Background: an optimization exercise with open tools, aiming at small area, a short achievable clock period and few clock cycles. Do not read the settings as production practice. Power is estimated from default activity; no workload was simulated.

==> flow/design.v <==
module bat_ms (
    input  wire        clk,
    input  wire        rst,
    input  wire        start,
    input  wire [1:0]  cfg_nsrc_m1,
    input  wire [15:0] cfg_bits_in_m1,           
    input  wire [15:0] cfg_in_align_repeat,      
    input  wire [15:0] cfg_in_align_bits_m1,     
    input  wire [3:0]  cfg_out_align_repeat,
    input  wire [3:0]  cfg_out_align_bits_m1,
    input  wire [15:0] cfg_repeat,
    input  wire [3:0]  in_valid,
    input  wire [3:0]  in_eod,
    input  wire [31:0] in_data,
    output wire [3:0]  in_ready,
    output wire        out_valid,
    output wire [7:0]  out_data,
    input  wire        out_ready,
    output wire        busy,
    output reg         ended_eod
);
    localparam [1:0] S_IDLE = 2'd0,
                     S_RUN  = 2'd1,
                     S_SKIP = 2'd2,
                     S_END  = 2'd3;
    reg [1:0]  state;
    reg [1:0]  nsrc_m1;
    reg [3:0]  bm1   [0:3];       
    reg [3:0]  in_n  [0:3];       
    reg [3:0]  in_pu [0:3];       
    reg [3:0]  out_m;             
    reg [3:0]  out_pu;            
    reg [15:0] rep_left;
    reg        rep_en;
    reg [1:0]  src;
    reg [3:0]  in_cd [0:3];
    reg [3:0]  out_cd;
    reg [3:0]  skip_left;
    reg [6:0]  acc   [0:3];
    reg [2:0]  acc_n [0:3];
    reg        part;
    reg [7:0]  hold;
    reg        s_v;
    reg [15:0] s_bits;
    reg [4:0]  s_w;
    reg        s_pad;
    reg [23:0] em;
    reg [5:0]  em_n;
    reg [2:0]  pp;                
    reg [1:0]  pph;               
    reg [3:0]  pk;                
    reg [3:0]  pr;                
    reg [3:0]  pb;                
    integer i;
    wire       flushing  = (state == S_END) && !s_v;
    assign out_valid = (em_n[5:3] != 3'd0) || (flushing && em_n[2:0] != 3'd0);
    assign out_data  = em[23:16];
    wire       fire      = out_valid && out_ready;
    wire       s_take    = s_v && ({1'b0, em_n} + {2'b0, s_w} <= 7'd24);
    wire [23:0] s_ins    = {s_bits, 8'd0} >> em_n[4:0];
    wire [3:0]  c_bm1   = bm1[src];
    wire [4:0]  c_b     = {1'b0, c_bm1} + 5'd1;
    wire [3:0]  c_n     = in_n[src];
    wire [3:0]  c_cd    = in_cd[src];
    wire [3:0]  c_pad   = in_pu[src];
    wire [6:0]  c_a7    = acc[src];
    wire [14:0] c_acc   = {c_a7, part ? hold : {1'b0, c_a7}};
    wire [3:0]  c_an    = {part, acc_n[src]};
    wire        c_valid = in_valid[src];
    wire        c_eod   = in_eod[src];
    wire [7:0]  c_data  = in_data[8*src +: 8];
    wire        last     = (src == nsrc_m1);
    wire        skipdue  = (c_n != 4'd0) && (c_cd == 4'd1);
    wire        opaddue  = last && (out_m != 4'd0) && (out_cd == 4'd1);
    wire        pad_ok   = (!skipdue || (pp > {1'b0, src})) && (!opaddue || (pp == 3'd5));
    wire        s_free   = !s_v || s_take;
    wire        need     = (c_an <= c_bm1);
    wire        run_go   = (state == S_RUN) && s_free && pad_ok;
    wire        run_rdy  = run_go && need;
    wire        skip_rdy = (state == S_SKIP) && s_free;
    assign in_ready = (run_rdy || skip_rdy) ? (4'b0001 << src) : 4'b0000;
    wire        take     = (run_rdy || skip_rdy) && c_valid;
    wire        take_eod = take && c_eod;
    wire        take_dat = take && !c_eod;
    wire [22:0] x_bits   = {c_acc, c_data};
    wire [4:0]  x_n      = {1'b0, c_an} + (need ? 5'd8 : 5'd0);
    wire [37:0] x_sh     = {x_bits, 15'd0} >> c_an;
    wire [15:0] s_mask   = ~(16'hffff >> c_b);
    wire [15:0] smp      = x_sh[22:7] & s_mask;
    wire        have     = x_n >= c_b;              
    wire [4:0]  left     = x_n - c_b;               
    wire        issue    = run_go && have && (!need || take_dat);
    wire        skip_in  = skipdue && ({1'b0, c_pad} > left);
    wire        skip_done = skip_rdy && take_dat && (skip_left <= 4'd8);
    wire        step_done = (issue && !skip_in) || skip_done;
    wire        win_end   = step_done && last;
    wire        rep_end   = win_end && rep_en && (rep_left == 16'd1);
    reg  [6:0]  win_bits;
    always @(*) begin
        win_bits = {5'd0, nsrc_m1} + 7'd1;
        for (i = 0; i < 4; i = i + 1)
            if (i <= nsrc_m1)
                win_bits = win_bits + {3'd0, bm1[i]};
    end
    wire        pp_src   = (pp[2] == 1'b0);
    wire [1:0]  ppi      = pp[1:0];
    wire [6:0]  pu_x     = pp_src ? {2'd0, {1'b0, bm1[ppi]} + 5'd1} : win_bits;
    wire [3:0]  pu_y     = pp_src ? in_n[ppi] : out_m;
    wire [4:0]  pu_u     = pp_src ? {1'b0, in_pu[ppi]} + 5'd1 : {1'b0, out_pu} + 5'd1;
    wire        pu_need  = pp_src ? ((ppi <= nsrc_m1) && (pu_y != 4'd0)) : (pu_y != 4'd0);
    wire [5:0]  pr_dbl   = {1'b0, pr, pu_x[pk[2:0]]};
    wire [5:0]  pr_dbs   = pr_dbl - {1'b0, pu_u};
    wire [3:0]  pr_red   = pr_dbs[5] ? pr_dbl[3:0] : pr_dbs[3:0];
    wire [4:0]  pr_sub   = {1'b0, pr} - {1'b0, pb};
    wire [4:0]  pr_sua   = pr_sub + pu_u;
    wire [3:0]  pr_acc   = pr_sub[4] ? pr_sua[3:0] : pr_sub[3:0];
    assign busy = (state != S_IDLE);
    always @(posedge clk) begin
        if (rst) begin
            state     <= S_IDLE;
            ended_eod <= 1'b0;
            s_v       <= 1'b0;
            em_n      <= 6'd0;
            em        <= 24'd0;
        end else begin
            if (s_take) begin
                em   <= fire ? ((em | s_ins) << 8) : (em | s_ins);
                em_n <= em_n + s_w + (s_pad ? {2'b0, out_pu} : 6'd0) - (fire ? 6'd8 : 6'd0);
            end else if (fire) begin
                em   <= em << 8;
                em_n <= (em_n[5:3] != 3'd0) ? em_n - 6'd8 : 6'd0;
            end
            if (s_take)
                s_v <= 1'b0;
            if (state != S_IDLE && pp != 3'd5) begin
                if (!pu_need) begin
                    pp  <= pp + 3'd1;
                    pk  <= (pp == 3'd3) ? 4'd6 : 4'd4;
                end else if (pph == 2'd0) begin
                    pr <= pr_red;
                    pk <= pk - 4'd1;
                    if (pk == 4'd0) begin
                        pph <= 2'd1;
                        pb  <= pr_red;
                        pr  <= 4'd0;
                        pk  <= pu_y;
                    end
                end else if (pph == 2'd1) begin
                    pr <= pr_acc;
                    pk <= pk - 4'd1;
                    if (pk == 4'd1)
                        pph <= 2'd2;
                end else begin
                    if (pp_src)
                        in_pu[ppi] <= pr;
                    else
                        out_pu <= pr;
                    pp  <= pp + 3'd1;
                    pph <= 2'd0;
                    pr  <= 4'd0;
                    pk  <= (pp == 3'd3) ? 4'd6 : 4'd4;
                end
            end
            case (state)
            S_IDLE: begin
                if (start) begin
                    nsrc_m1 <= cfg_nsrc_m1;
                    for (i = 0; i < 4; i = i + 1) begin
                        bm1[i]   <= cfg_bits_in_m1[4*i +: 4];
                        in_n[i]  <= cfg_in_align_repeat[4*i +: 4];
                        in_cd[i] <= cfg_in_align_repeat[4*i +: 4];
                        in_pu[i] <= cfg_in_align_bits_m1[4*i +: 4];
                        acc_n[i] <= 3'd0;
                    end
                    out_m    <= cfg_out_align_repeat;
                    out_cd   <= cfg_out_align_repeat;
                    out_pu   <= cfg_out_align_bits_m1;
                    rep_left <= cfg_repeat;
                    rep_en   <= (cfg_repeat != 16'd0);
                    src      <= 2'd0;
                    pp       <= 3'd0;
                    pph      <= 2'd0;
                    pk       <= 4'd4;
                    pr       <= 4'd0;
                    part     <= 1'b0;
                    em       <= 24'd0;
                    state    <= S_RUN;
                end
            end
            S_RUN: begin
                if (take_eod) begin
                    ended_eod <= 1'b1;
                    state     <= S_END;
                end else if (issue) begin
                    s_v    <= 1'b1;
                    s_bits <= smp;
                    s_w    <= c_b;
                    s_pad  <= opaddue && !skip_in;
                    part   <= 1'b0;
                    if (take)
                        acc[src] <= c_data[6:0];
                    if (skip_in) begin
                        acc_n[src] <= 3'd0;
                        skip_left  <= c_pad - left[3:0];
                        state      <= S_SKIP;
                    end else begin
                        acc_n[src] <= left[2:0] - (skipdue ? c_pad[2:0] : 3'd0);
                    end
                end else if (take_dat) begin
                    part <= 1'b1;
                    hold <= c_data;
                end
                if (issue && c_n != 4'd0)
                    in_cd[src] <= skipdue ? c_n : c_cd - 4'd1;
            end
            S_SKIP: begin
                if (take_eod) begin
                    ended_eod <= 1'b1;
                    state     <= S_END;
                end else if (take_dat) begin
                    acc[src] <= c_data[6:0];
                    if (skip_done) begin
                        acc_n[src] <= 3'd0 - skip_left[2:0];
                        state      <= S_RUN;
                        if (opaddue) begin
                            s_v    <= 1'b1;
                            s_bits <= 16'd0;
                            s_w    <= 5'd0;
                            s_pad  <= 1'b1;
                        end
                    end else begin
                        skip_left <= skip_left - 4'd8;
                    end
                end
            end
            S_END: begin
                if (!s_v && em_n == 6'd0)
                    state <= S_IDLE;
            end
            endcase
            if (step_done) begin
                if (last) begin
                    src <= 2'd0;
                    if (out_m != 4'd0)
                        out_cd <= (out_cd == 4'd1) ? out_m : out_cd - 4'd1;
                    if (rep_en)
                        rep_left <= rep_left - 16'd1;
                end else begin
                    src <= src + 2'd1;
                end
            end
            if (rep_end) begin
                ended_eod <= 1'b0;
                state     <= S_END;
            end
        end
    end
endmodule
make LEC_CHECK=0 ABC_CLOCK_PERIOD_IN_PS=5000 CAP_MARGIN=20 CORE_MARGIN=2 CORE_UTILIZATION=40 PLACE_DENSITY=0.6 SETUP_SLACK_MARGIN=5 SLEW_MARGIN=20 finish   # period 10.0 ns
run.sh (not shown) runs the stock make flow with config.mk's settings and CLKGATE_MAP_FILE= SYNTH_SCRIPT=/design/flow/synth_recipe.tcl, a recipe that flattens the netlist after the stock synthesis.
Change:
--- a/flow/config.mk
+++ b/flow/config.mk
@@ -7,3 +7,2 @@
 export LEC_CHECK = 0
-export ABC_CLOCK_PERIOD_IN_PS = 5000
 export CAP_MARGIN = 20
@@ -12,3 +11,2 @@
 export PLACE_DENSITY = 0.6
-export SETUP_SLACK_MARGIN = 5
 export SLEW_MARGIN = 20
Outcome:
- clock-buffer cell count drops by 2
- core utilization drops by 5.3 points
- synthesized area is unchanged
- non-clock buffer count drops by 97
- design area drops by roughly a tenth
- combinational power drops by a quarter to a third
- cell count drops by a few percent
- wire length drops by roughly a tenth
- worst setup slack loses 1000 ps
- clock power drops slightly
- first-iteration DRC count climbs by about a fifth
No run of this note included a check of the RTL's function; only the layout flow was run.

==> re-timing with driven ports <==
Ports are ideal in the flow. The routed layouts listed here were re-timed in OpenROAD. Step 1: set_driving_cell puts a clkbuf_16 on clk and a buf_2 on each other input, an assumption about the parent block. Step 2 times the ports against the registers' clock, not the clock port: input delays grow and output delays shrink by t, the midpoint of the rising clock arrivals with the driver on. Slacks: no drivers / after step 1 / after step 2; pairs: no drivers / after step 1.
run | shift t [ns] | slack for setup (ns) | worst setup path after step 2 | latest minus earliest clock arrival (ns) | worst register clock-pin slew, ns
the first run | 0.600 | 3.274 / 3.274 / 3.274 | register to register | 0.036 / 0.036 | 0.07 / 0.07
the second run | 0.598 | 2.246 / 2.246 / 2.246 | register to register | 0.026 / 0.026 | 0.06 / 0.06
After both steps setup and hold are still met in every run listed.
